From an optimization exercise on the open Yosys and OpenROAD flow, aimed at small area; shortcuts taken in it are not production practice. In this exercise RTL edits were held to simulation tests only and were not proved equivalent to the original. Power figures rest on the tool's default switching activity, not on a simulated workload.

==> design/flow/config.mk <==
export PLATFORM = sky130hd
export DESIGN_NAME = ixj_line
export DESIGN_NICKNAME = ixj_line
export VERILOG_FILES = /design/flow/design.v
export SDC_FILE = /design/flow/constraint.sdc
export NUM_CORES = 8
export LEC_CHECK = 0
export CAP_MARGIN = 20
export CORE_MARGIN = 2
export CORE_UTILIZATION = 30
export PLACE_DENSITY = 0.35
export SLEW_MARGIN = 20
==> design/flow/constraint.sdc <==
create_clock -name core_clock -period 30.0 [get_ports {clk}]
set_input_delay 6.0000 -clock core_clock [delete_from_list [all_inputs] [get_ports {clk}]]
set_output_delay 6.0000 -clock core_clock [all_outputs]
set_load 0.01 [all_outputs]
==> design/flow/design.v <==
module ixj_matcher (
    input             clk,
    input             rst,
    input      [31:0] now,         
    input             step,
    input             rise,
    input             fall,
    input             clr_pre,     
    input             clr_post,    
    input             dur_we,
    input      [2:0]  dur_seg,
    input      [15:0] dur_val,
    input             ctl_we,
    input             ctl_en,
    input             ctl_oneshot,
    input      [2:0]  rd_seg,
    input      [1:0]  rd_which,
    output     [15:0] rd_dur,
    output reg [31:0] rd_win,
    output     [2:0]  state_o,
    output            en_o,
    output            oneshot_o,
    output reg        done
);
    reg [6*16-1:0] dur;
    reg [6*32-1:0] wmin;
    reg [6*32-1:0] wnom;
    reg [6*32-1:0] wmax;
    reg [2:0]  state;
    reg        en;
    reg        oneshot;
    assign state_o   = state;
    assign en_o      = en;
    assign oneshot_o = oneshot;
    assign rd_dur    = dur[16*rd_seg +: 16];
    always @(*) begin
        case (rd_which)
            2'd0:    rd_win = wmin[32*rd_seg +: 32];
            2'd1:    rd_win = wnom[32*rd_seg +: 32];
            default: rd_win = wmax[32*rd_seg +: 32];
        endcase
    end
    reg  [2:0]  s;
    reg  [2:0]  nstate;
    reg         nen;
    reg         arm;         
    reg  [2:0]  arm_k;       
    reg         check;
    reg  [2:0]  chk_k;
    reg         in_win;
    reg  [31:0] lo_diff, hi_diff;
    reg  [15:0] d;
    reg  [15:0] delta;
    always @(*) begin
        s      = clr_pre ? 3'd0 : state;
        nstate = s;
        nen    = en;
        done   = 1'b0;
        arm    = 1'b0;
        arm_k  = 3'd0;
        check  = 1'b0;
        chk_k  = 3'd0;
        in_win = 1'b0;
        lo_diff = 32'd0;
        hi_diff = 32'd0;
        d      = 16'd0;
        delta  = 16'd0;
        if (step && en) begin
            if (s == 3'd0 && rise) begin
                arm   = 1'b1;
                arm_k = 3'd0;
            end else if ((s == 3'd1 || s == 3'd3 || s == 3'd5) && fall) begin
                check = 1'b1;
                chk_k = s - 3'd1;
            end else if ((s == 3'd2 || s == 3'd4 || s == 3'd6) && rise) begin
                check = 1'b1;
                chk_k = s - 3'd1;
            end
            if (check) begin
                lo_diff = now - wmin[32*chk_k +: 32];
                hi_diff = wmax[32*chk_k +: 32] - now;
                in_win  = !lo_diff[31] && !hi_diff[31];
                if (!in_win) begin
                    nstate = 3'd0;
                end else if (chk_k == 3'd5) begin
                    nstate = 3'd7;
                end else begin
                    arm   = 1'b1;
                    arm_k = chk_k + 3'd1;
                end
            end
            if (arm) begin
                d = dur[16*arm_k +: 16];
                if (d == 16'd0) begin
                    nstate = 3'd7;
                end else begin
                    delta  = d / 16'd10;
                    nstate = arm_k + 3'd1;
                end
            end
            if (nstate == 3'd7) begin
                nstate = 3'd0;
                done   = 1'b1;
                if (oneshot) nen = 1'b0;
            end
        end
        if (clr_post) nstate = 3'd0;
    end
    wire        win_we = arm && (d != 16'd0);
    wire [31:0] t_nom  = now + {16'd0, d};
    always @(posedge clk) begin
        if (rst) begin
            state   <= 3'd0;
            en      <= 1'b0;
            oneshot <= 1'b0;
        end else if (ctl_we) begin
            en      <= ctl_en;
            oneshot <= ctl_oneshot;
            state   <= 3'd0;
        end else begin
            state <= nstate;
            en    <= nen;
        end
    end
    genvar k;
    generate
        for (k = 0; k < 6; k = k + 1) begin : g_seg
            always @(posedge clk) begin
                if (rst) begin
                    dur[16*k +: 16]  <= 16'd0;
                    wmin[32*k +: 32] <= 32'd0;
                    wnom[32*k +: 32] <= 32'd0;
                    wmax[32*k +: 32] <= 32'd0;
                end else begin
                    if (dur_we && dur_seg == k)
                        dur[16*k +: 16] <= dur_val;
                    if (win_we && arm_k == k) begin
                        wmin[32*k +: 32] <= t_nom - {16'd0, delta};
                        wnom[32*k +: 32] <= t_nom;
                        wmax[32*k +: 32] <= t_nom + {16'd0, delta};
                    end
                end
            end
        end
    endgenerate
endmodule
module ixj_line (
    input             clk,
    input             rst,           
    input             cmd_valid,
    input      [31:0] cmd_word,
    output            cmd_ready,
    output reg        done,
    output reg [31:0] rsp,
    output reg [1:0]  mode_wr_n,
    output reg [1:0]  mode_wr_a,
    output reg [1:0]  mode_wr_b,
    output            ringer,
    output            irq
);
    localparam [31:0] NOW0            = 32'hFFFF_F000;
    localparam [15:0] TICK_HZ         = 16'd100;
    localparam [31:0] RING_SLOT_TICKS = 32'd50;
    localparam [15:0] RINGTO0         = 16'd5 * TICK_HZ;
    localparam [15:0] WINKTIME0       = 16'd20;
    localparam [15:0] CIDSETTLE0      = 16'd50;
    localparam        PSTN_PRESENT    = 1'b1;
    localparam [5:0] OP_NOP     = 6'h00, OP_TICK   = 6'h01, OP_LOCK    = 6'h02,
                     OP_UNLOCK  = 6'h03, OP_EVTRD  = 6'h04, OP_STATRD  = 6'h05,
                     OP_NOWRD   = 6'h06, OP_CADDUR = 6'h08, OP_CADCTL  = 6'h09,
                     OP_CADRD   = 6'h0A, OP_WINRD  = 6'h0B, OP_RSTART  = 6'h0C,
                     OP_RSTOP   = 6'h0D, OP_DAAHOOK= 6'h10, OP_DAACFG  = 6'h11,
                     OP_DAARD   = 6'h12;
    reg [31:0] now;
    reg        lock;
    reg [7:0]  evt;
    reg [2:0]  err;
    reg [3:0]  fprev;
    reg [15:0] rbitmap;
    reg        ring_act;
    reg [3:0]  slot;
    reg [31:0] slot_due;
    reg        ringer_r;
    reg [1:0]  mode;
    reg [2:0]  sh_isr;
    reg [1:0]  sh_sts;
    reg [31:0] ring_ts;
    reg [15:0] ringto;
    reg        wink_arm;
    reg [31:0] wink_ts;
    reg [15:0] winktime;
    reg        cid_pend;
    reg [31:0] cid_t;
    reg [15:0] cidsettle;
    assign cmd_ready = 1'b1;
    assign ringer    = ringer_r;
    assign irq       = (evt != 8'd0);
    wire        fire = cmd_valid && cmd_ready;
    wire [31:0] w    = cmd_word;
    wire [5:0]  op   = w[31:26];
    wire [2:0]  f_idx   = w[25:23];
    wire [2:0]  f_seg   = w[22:20];
    wire [1:0]  f_which = w[19:18];
    wire [2:0]  f_sel   = w[25:23];
    wire idx_bad = (f_idx > 3'd4);
    wire seg_bad = (f_seg > 3'd5);
    reg       op_ok;
    reg [2:0] code;      
    always @(*) begin
        op_ok = 1'b1;
        code  = 3'd0;
        case (op)
            OP_NOP, OP_LOCK, OP_UNLOCK, OP_EVTRD, OP_STATRD, OP_NOWRD, OP_RSTOP:
                if (w[25:0] != 26'd0) code = 3'd2;
            OP_TICK:
                if (w[25:10] != 16'd0) code = 3'd2;
            OP_CADDUR:
                if (w[19:16] != 4'd0 || idx_bad || seg_bad) code = 3'd2;
            OP_CADRD:
                if (w[19:0] != 20'd0 || idx_bad || seg_bad) code = 3'd2;
            OP_WINRD:
                if (w[17:0] != 18'd0 || idx_bad || seg_bad || f_which == 2'd3) code = 3'd2;
            OP_CADCTL:
                if (w[22:2] != 21'd0 || idx_bad) code = 3'd2;
            OP_RSTART:
                if (w[25:16] != 10'd0) code = 3'd2;
            OP_DAAHOOK:
                if (w[25:1] != 25'd0) code = 3'd2;
                else if (!PSTN_PRESENT) code = 3'd4;
            OP_DAACFG:
                if (w[22:16] != 7'd0 || f_sel == 3'd0 || f_sel > 3'd3) code = 3'd2;
                else if (!PSTN_PRESENT) code = 3'd4;
            OP_DAARD:
                if (w[22:0] != 23'd0 || f_sel == 3'd7) code = 3'd2;
            default: begin
                op_ok = 1'b0;
                code  = 3'd1;
            end
        endcase
    end
    wire ok       = fire && (code == 3'd0);
    wire is_tick  = ok && (op == OP_TICK);
    wire tick_run = is_tick && !lock;
    wire [3:0] t_filt  = w[3:0];
    wire       t_rdet  = w[4];
    wire       t_vddok = w[5];
    wire       t_ringi = w[6];
    wire       t_cidi  = w[7];
    wire       t_cadi  = w[8];
    wire       t_cwsup = w[9];
    wire [31:0] now_n = now + 32'd1;      
    function reached;                     
        input [31:0] t;
        input [31:0] n;
        reg   [31:0] diff;
        begin
            diff    = n - t;
            reached = !diff[31];
        end
    endfunction
    wire [4:0]  m_done;
    wire [15:0] m_rd_dur [0:4];
    wire [31:0] m_rd_win [0:4];
    wire [2:0]  m_state  [0:4];
    wire [4:0]  m_en, m_oneshot;
    wire filt_run = tick_run && !ring_act;
    wire daa_run    = tick_run && PSTN_PRESENT;
    wire sleep_ring = daa_run && (mode == 2'd0) && w[6];
    wire m4_step    = daa_run && ((mode == 2'd1) || sleep_ring);
    wire m4_clr_pre = sleep_ring;
    reg  m4_clr_post;
    wire rd_rise = t_rdet & ~sh_sts[0];
    wire rd_fall = ~t_rdet & sh_sts[0];
    wire v_fall  = ~t_vddok & sh_sts[1];
    wire v_rise  = t_vddok & ~sh_sts[1];
    wire [4:0] m_step  = {m4_step, {4{filt_run}}};
    wire [4:0] m_rise  = {rd_rise, t_filt & ~fprev};
    wire [4:0] m_fall  = {rd_fall, ~t_filt & fprev};
    wire [4:0] m_pre   = {m4_clr_pre, 4'd0};
    wire [4:0] m_post  = {m4_clr_post, 4'd0};
    genvar gi;
    generate
        for (gi = 0; gi < 5; gi = gi + 1) begin : g_m
            ixj_matcher u_m (
                .clk        (clk),
                .rst        (rst),
                .now        (now_n),
                .step       (m_step[gi]),
                .rise       (m_rise[gi]),
                .fall       (m_fall[gi]),
                .clr_pre    (m_pre[gi]),
                .clr_post   (m_post[gi]),
                .dur_we     (ok && op == OP_CADDUR && f_idx == gi),
                .dur_seg    (f_seg),
                .dur_val    (w[15:0]),
                .ctl_we     (ok && op == OP_CADCTL && f_idx == gi),
                .ctl_en     (w[0]),
                .ctl_oneshot(w[1]),
                .rd_seg     (f_seg),
                .rd_which   (f_which),
                .rd_dur     (m_rd_dur[gi]),
                .rd_win     (m_rd_win[gi]),
                .state_o    (m_state[gi]),
                .en_o       (m_en[gi]),
                .oneshot_o  (m_oneshot[gi]),
                .done       (m_done[gi])
            );
        end
    endgenerate
    reg  [1:0]  mode_n;
    reg  [1:0]  wr_n;
    reg  [1:0]  wr_a, wr_b;
    reg  [31:0] ring_ts_n;
    reg         wink_arm_n;
    reg  [31:0] wink_ts_n;
    reg         cid_pend_n;
    reg  [31:0] cid_t_n;
    reg  [7:4]  daa_evt;
    always @(*) begin
        mode_n      = mode;
        wr_n        = 2'd0;
        wr_a        = 2'd0;
        wr_b        = 2'd0;
        ring_ts_n   = ring_ts;
        wink_arm_n  = wink_arm;
        wink_ts_n   = wink_ts;
        cid_pend_n  = cid_pend;
        cid_t_n     = cid_t;
        daa_evt     = 4'd0;
        m4_clr_post = 1'b0;
        if (daa_run) begin
            if (t_cidi) begin
                cid_pend_n = 1'b1;
                cid_t_n    = now_n + {16'd0, cidsettle};
            end
            if (cid_pend_n && reached(cid_t_n, now_n)) begin
                cid_pend_n = 1'b0;
                daa_evt[5] = 1'b1;
            end
            if (t_cadi) daa_evt[7] = 1'b1;
            if (sleep_ring) begin
                mode_n     = 2'd1;
                wr_n       = 2'd1;
                wr_a       = 2'd1;
                ring_ts_n  = now_n;
            end
            if (mode_n == 2'd1) begin
                if (rd_rise || rd_fall) ring_ts_n = now_n;
                if (m_done[4]) begin
                    daa_evt[4] = 1'b1;
                    ring_ts_n  = now_n;
                end else if (reached(ring_ts_n + {16'd0, ringto}, now_n)) begin
                    mode_n      = 2'd0;
                    m4_clr_post = 1'b1;
                    if (wr_n == 2'd0) begin
                        wr_n = 2'd1;
                        wr_a = 2'd0;
                    end else begin
                        wr_n = 2'd2;
                        wr_b = 2'd0;
                    end
                end
            end else if (mode_n == 2'd2) begin
                if (v_fall) begin
                    wink_arm_n = 1'b1;
                    wink_ts_n  = now_n;
                end
                if (v_rise) wink_arm_n = 1'b0;
                if (wink_arm_n && reached(wink_ts_n + {16'd0, winktime}, now_n)) begin
                    daa_evt[6] = 1'b1;
                    mode_n     = 2'd0;
                    wink_arm_n = 1'b0;
                    wr_n       = 2'd1;
                    wr_a       = 2'd0;
                end
            end
        end else if (ok && op == OP_DAAHOOK) begin
            if (w[0]) begin
                if (mode != 2'd2) begin
                    if (mode == 2'd1) m4_clr_post = 1'b1;
                    mode_n = 2'd2;
                    wr_n   = 2'd1;
                    wr_a   = 2'd2;
                end
            end else if (mode == 2'd2) begin
                wink_arm_n = 1'b0;
                mode_n     = 2'd0;
                wr_n       = 2'd1;
                wr_a       = 2'd0;
            end
        end
    end
    reg [31:0] rd_val;
    reg        rd_we;
    always @(*) begin
        rd_val = rsp;
        rd_we  = 1'b0;
        if (ok) begin
            case (op)
                OP_LOCK:   begin rd_we = 1'b1; rd_val = {31'd0, lock}; end
                OP_EVTRD:  begin rd_we = 1'b1; rd_val = {24'd0, evt}; end
                OP_STATRD: begin
                    rd_we  = 1'b1;
                    rd_val = {18'd0, err, PSTN_PRESENT, irq, lock, slot, ringer_r,
                              ring_act, mode};
                end
                OP_NOWRD:  begin rd_we = 1'b1; rd_val = now; end
                OP_CADRD:  begin
                    rd_we  = 1'b1;
                    rd_val = {10'd0,
                              (f_idx == 3'd4) ? sh_sts[0] : fprev[f_idx[1:0]],
                              m_oneshot[f_idx], m_en[f_idx], m_state[f_idx],
                              m_rd_dur[f_idx]};
                end
                OP_WINRD:  begin rd_we = 1'b1; rd_val = m_rd_win[f_idx]; end
                OP_DAARD:  begin
                    rd_we = 1'b1;
                    case (f_sel)
                        3'd0: rd_val = {23'd0, cid_pend, wink_arm, sh_sts, sh_isr, mode};
                        3'd1: rd_val = {16'd0, winktime};
                        3'd2: rd_val = {16'd0, ringto};
                        3'd3: rd_val = {16'd0, cidsettle};
                        3'd4: rd_val = ring_ts;
                        3'd5: rd_val = wink_ts;
                        default: rd_val = cid_t;
                    endcase
                end
                default: ;
            endcase
        end
    end
    always @(posedge clk) begin
        if (rst) begin
            now       <= NOW0;
            lock      <= 1'b0;
            evt       <= 8'd0;
            err       <= 3'd0;
            rsp       <= 32'd0;
            fprev     <= 4'd0;
            rbitmap   <= 16'd0;
            ring_act  <= 1'b0;
            slot      <= 4'd15;
            slot_due  <= 32'd0;
            ringer_r  <= 1'b0;
            mode      <= 2'd0;
            sh_isr    <= 3'd0;
            sh_sts    <= 2'd0;
            ring_ts   <= 32'd0;
            ringto    <= RINGTO0;
            wink_arm  <= 1'b0;
            wink_ts   <= 32'd0;
            winktime  <= WINKTIME0;
            cid_pend  <= 1'b0;
            cid_t     <= 32'd0;
            cidsettle <= CIDSETTLE0;
            done      <= 1'b0;
            mode_wr_n <= 2'd0;
            mode_wr_a <= 2'd0;
            mode_wr_b <= 2'd0;
        end else begin
            done      <= fire;
            mode_wr_n <= wr_n;
            mode_wr_a <= wr_a;
            mode_wr_b <= wr_b;
            if (fire && code != 3'd0)
                err <= code;
            if (rd_we) rsp <= rd_val;
            mode     <= mode_n;
            ring_ts  <= ring_ts_n;
            wink_arm <= wink_arm_n;
            wink_ts  <= wink_ts_n;
            cid_pend <= cid_pend_n;
            cid_t    <= cid_t_n;
            if (ok) begin
                case (op)
                    OP_TICK: begin
                        now <= now_n;
                        if (!lock) begin
                            if (ring_act) begin
                                if (reached(slot_due, now_n)) begin
                                    slot     <= slot - 4'd1;
                                    slot_due <= now_n + RING_SLOT_TICKS;
                                    ringer_r <= rbitmap[slot - 4'd1] & ~t_cwsup;
                                end else begin
                                    ringer_r <= rbitmap[slot] & ~t_cwsup;
                                end
                            end else begin
                                fprev <= t_filt;
                            end
                            evt <= evt | {daa_evt, m_done[3:0] & {4{!ring_act}}};
                            if (PSTN_PRESENT) begin
                                sh_isr <= {t_cadi, t_cidi, t_ringi};
                                sh_sts <= {t_vddok, t_rdet};
                            end
                        end
                    end
                    OP_LOCK:    lock <= 1'b1;
                    OP_UNLOCK:  lock <= 1'b0;
                    OP_EVTRD:   evt  <= 8'd0;
                    OP_STATRD:  err  <= 3'd0;
                    OP_RSTART: begin
                        rbitmap  <= w[15:0];
                        ring_act <= 1'b1;
                        slot     <= 4'd15;
                        slot_due <= now + RING_SLOT_TICKS;
                        ringer_r <= 1'b0;
                    end
                    OP_RSTOP: begin
                        ring_act <= 1'b0;
                        ringer_r <= 1'b0;
                        slot     <= 4'd15;
                    end
                    OP_DAACFG: begin
                        case (f_sel)
                            3'd1:    winktime  <= w[15:0];
                            3'd2:    ringto    <= w[15:0];
                            default: cidsettle <= w[15:0];
                        endcase
                    end
                    default: ;
                endcase
            end
        end
    end
endmodule
==> design/flow/run.sh <==
#!/bin/bash
# synth_recipe.tcl (not shown) runs the flow's synth.tcl, then flattens the netlist and writes it again
# the make line also repeats each setting of config.mk as NAME=value (left out here)
make -C /OpenROAD-flow-scripts/flow DESIGN_CONFIG=/design/flow/config.mk WORK_HOME=/design/flow/orfs CLKGATE_MAP_FILE= SYNTH_SCRIPT=/design/flow/synth_recipe.tcl finish
==> results.txt <==
-- cell families after synthesis --
kind of cell	after synthesis
simple gates	11352
compound gates	8339
flops	3647
buf+inv	2905
mux	1485
fa+ha+maj	771
xor+xnor	618
other cells	2
-- layout make-up --
cell class / instances / area (µm²)
Antenna cell: 48 / 120
Timing Repair Buffer: 1069 / 8780
Clock buffer: 741 / 14400
Sequential cell: 3647 / 73000
Multi-Input combinational cell: 22568 / 132000
Inverter: 480 / 1800
Fill cell: 76367 / 468000
Tap cell: 9516 / 11900
Clock inverter: 139 / 1650
-- sequential cells by signal, indices dropped and copies added, names as in the netlist, 15 cells and up --
name	count
slot_due	32
rsp	32
g_m.u_m.wmin	937
g_m.u_m.wnom	960
cid_t	32
g_m.u_m.state	15
rbitmap	16
ringto	16
g_m.u_m.dur	480
g_m.u_m.wmax	953
now	32
winktime	16
cidsettle	16
ring_ts	32
wink_ts	32
-- where the power goes --
| group | switching [mW] | internal, mW |
|---|---|---|
| registers | 0.00109 | 4.84 |
| logic | 0.470 | 0.115 |
| clock network | 2.58 | 3.50 |
| total | 3.05 | 8.46 |
-- final timing paths --
kind                        from                    to  slack [ps]  depth (start not counted)
max                  cmd_word[3]  g_m[3].u_m.wmin[191]        3950                         60
min          g_m[3].u_m.wnom[23]   g_m[3].u_m.wnom[23]         450                          2
max reg2reg               now[0]  g_m[3].u_m.wmin[191]        5740                         67
min reg2reg  g_m[3].u_m.wnom[23]   g_m[3].u_m.wnom[23]         450                          2
-- critical path, delay by kind of cell --
family	cells	cell delay, ps
xor+xnor	1	790
compound gates	34	11610
buf+inv	3	870
fa+ha+maj	2	650
simple gates	20	6770
-- cells in the final DEF, fill, tap and decap left out, types with 140 or more instances in the layout --
cell type,Yosys,layout
inv_1,465,448
nor3_1,274,235
dfxtp_1,3647,3642
xnor2_1,443,404
clkbuf_16,0,483
o21ai_0,1028,973
nand3_1,386,372
mux2_2,195,195
nor2b_1,202,198
nor2_1,2725,2671
xor2_1,170,155
nand2_1,7046,7019
o22ai_1,406,401
a21o_1,141,140
mux2i_1,1127,1123
a31oi_1,195,190
a22oi_1,261,261
a21oi_1,3831,3806
mux4_2,161,161
ha_1,718,716
buf_4,13,945
a211oi_1,1301,1299
-- metal layers --
layer	global-route usage	vias up	wire length, µm
met5	0	-	178
met4	0.116	26	51400
met1	0.530	111881	629000
met3	0.0985	1446	141000
met2	0.520	10084	556000
li1	-	99984	-
-- per-stage QoR --
step | util | hold WS, ps
floorplan | - | 428
global route | 0.342 | 462
global placement | 0.319 | 436
finish | 0.342 | 449
detailed placement | 0.319 | 443
CTS | 0.342 | 449
==> flow_metrics.env <==
export IMPL_outcome="finished clean"
export IMPL_synth_adder_area_share=0.0465
export IMPL_ys_seq_elements=3647
export IMPL_powerDensity_nw_per_um2=47.3
export IMPL_htree_num_levels=5
export IMPL_wire_per_inst_um=36.1
export IMPL_synth_xor_area_frac=0.0256
export IMPL_dieArea_um2=719000
export IMPL_fmax_mhz=38.4
export IMPL_clkSlewWorstSetupHoldPaths_ps=60
export IMPL_synth_compound_area_frac=0.239
export IMPL_finalPower_mw=11.5
export IMPL_ant_nets=0
export IMPL_hold_viol=0
export IMPL_critPathMostFrequentCell="a21oi_1"
export IMPL_drive_gt1_frac=0.0908
export IMPL_synth_area_um2=214000
export IMPL_rows=310
export IMPL_grt_pass1_vias=202505
export IMPL_irDropWorstVdd_v=0.0000524
export IMPL_die_w_um=848
export IMPL_grt_pass1_wl_um=1840000
export IMPL_cp_arrival_ps=27080
export IMPL_hold_path_class="reg -> reg"
export IMPL_cp_max_fo=77
export IMPL_rsz0062_at_grt="no"
export IMPL_min_period_ps=26050
export IMPL_synth_top_area_frac=0.341
export IMPL_grt_overflow=0
export IMPL_syn_inst=29119
export IMPL_drtIter0Drc=29983
export IMPL_dr_pass1_iters=12
export IMPL_final_max_slew_viol_count=0
export IMPL_grt_max_degree=168
export IMPL_finClkSkew_ps=130
export IMPL_clock_path_buffers=4
export IMPL_portBuffers=73
export IMPL_grt_usage=0.365
export IMPL_yosys_warnings=2
export IMPL_routed_wl_um=1380000
export IMPL_dp_cells=37268
export IMPL_yosysMostFrequentCell="nand2_1"
export IMPL_clock_sinks=3647
export IMPL_gp_congestion=0.975
export IMPL_synth_async_reset_ratio=0
export IMPL_synth_commonest_cells="nand2_1 (7,046), a21oi_1 (3,831), dfxtp_1 (3,647)"
export IMPL_fin_area_um2=243000
export IMPL_fin_cells=38208
export IMPL_setup_tns_ps=0
export IMPL_root_buffer="clkbuf_16"
export IMPL_slew_limit_headroom=0.0570
export IMPL_cts_resized=0
export IMPL_synthSimpleGateAreaFrac=0.216
export IMPL_cts_tree="yes"
export IMPL_required_ps=31040
export IMPL_nets=29037
export IMPL_synth_ff_type="dfxtp_1"
export IMPL_drv_cap=0
export IMPL_route_detailed_drc=0
export IMPL_finalWorstSetupSlack_ps=3950
export IMPL_worst_setup_path_start_kind="input pin"
export IMPL_antenna_found_initial=189
export IMPL_syn_to_final_growth_pct=13.9
export IMPL_worstMarginPinSlew_ps=1410
export IMPL_dp_final_hpwl_um=1010000
export IMPL_synth_mux_area_frac=0.0802
export IMPL_clock_latency_ps=1170
export IMPL_die_h_um=848
export IMPL_path_class="in -> reg"
export IMPL_postCtsSetupRepairBufs=0
export IMPL_hold_buffers=0
export IMPL_core_um2=711000
export IMPL_setup_viol=0
export IMPL_seq_area_frac_synth=0.341
export IMPL_yosys_top_cells_area="dfxtp_1 (34%), nand2_1 (12%), a21oi_1 (9.0%), mux2i_1 (5.3%), nor2_1 (4.8%)"
export IMPL_critical_path_max_stage_delay_ps=840
export IMPL_synth_top_family_by_area="compound AO/OA/AOI/OAI gates"
export IMPL_viasPerCell=5.85
export IMPL_critPathCaptureType="flip-flop"
export IMPL_crit_path_top_delay_cell="a2111oi_0"
export IMPL_synth_edf_count=0
export IMPL_post_place_ws_ps=3070
export IMPL_ys_types=138
export IMPL_start_util=0.301
export IMPL_vias=223421
export IMPL_synth_top_area_cell="dfxtp_1"
export IMPL_p_leak_nw=82.7
export IMPL_place_area_um2=227000
export IMPL_syn_avg_cell_area_um2=7.34
export IMPL_ios=77
export IMPL_final_period_utilization=0.868
export IMPL_cts_buffers=475

re-timing with driven ports:
No port has a modelled driver above. Below, the same layout with a new extraction and two added sets of constraints.
Step 1 sets driving cells, clkbuf_16 on the clock port and buf_2 on the other inputs (assumed; they add their load-dependent delay and slew).
Step 2 moves the port delays by t, midway between the first and last clock arrival at a register: inputs arrive t later, outputs are due t later. That takes back most of the time a late clock gives input paths.
Three values: ideal, step 1, step 2; two values: the first two.
t (ns): 1.240
setup slack, ns: 3.953 / 4.068 / 2.827
worst setup path after step 2: input to register
clock arrival spread, ns: 0.131 / 0.131
worst data-port slew with drivers (ns): 0.32
After both steps setup and hold are still met in this run. For this run, drivers alone change the setup slack by +0.115 ns; drivers and shift together by -1.126 ns.
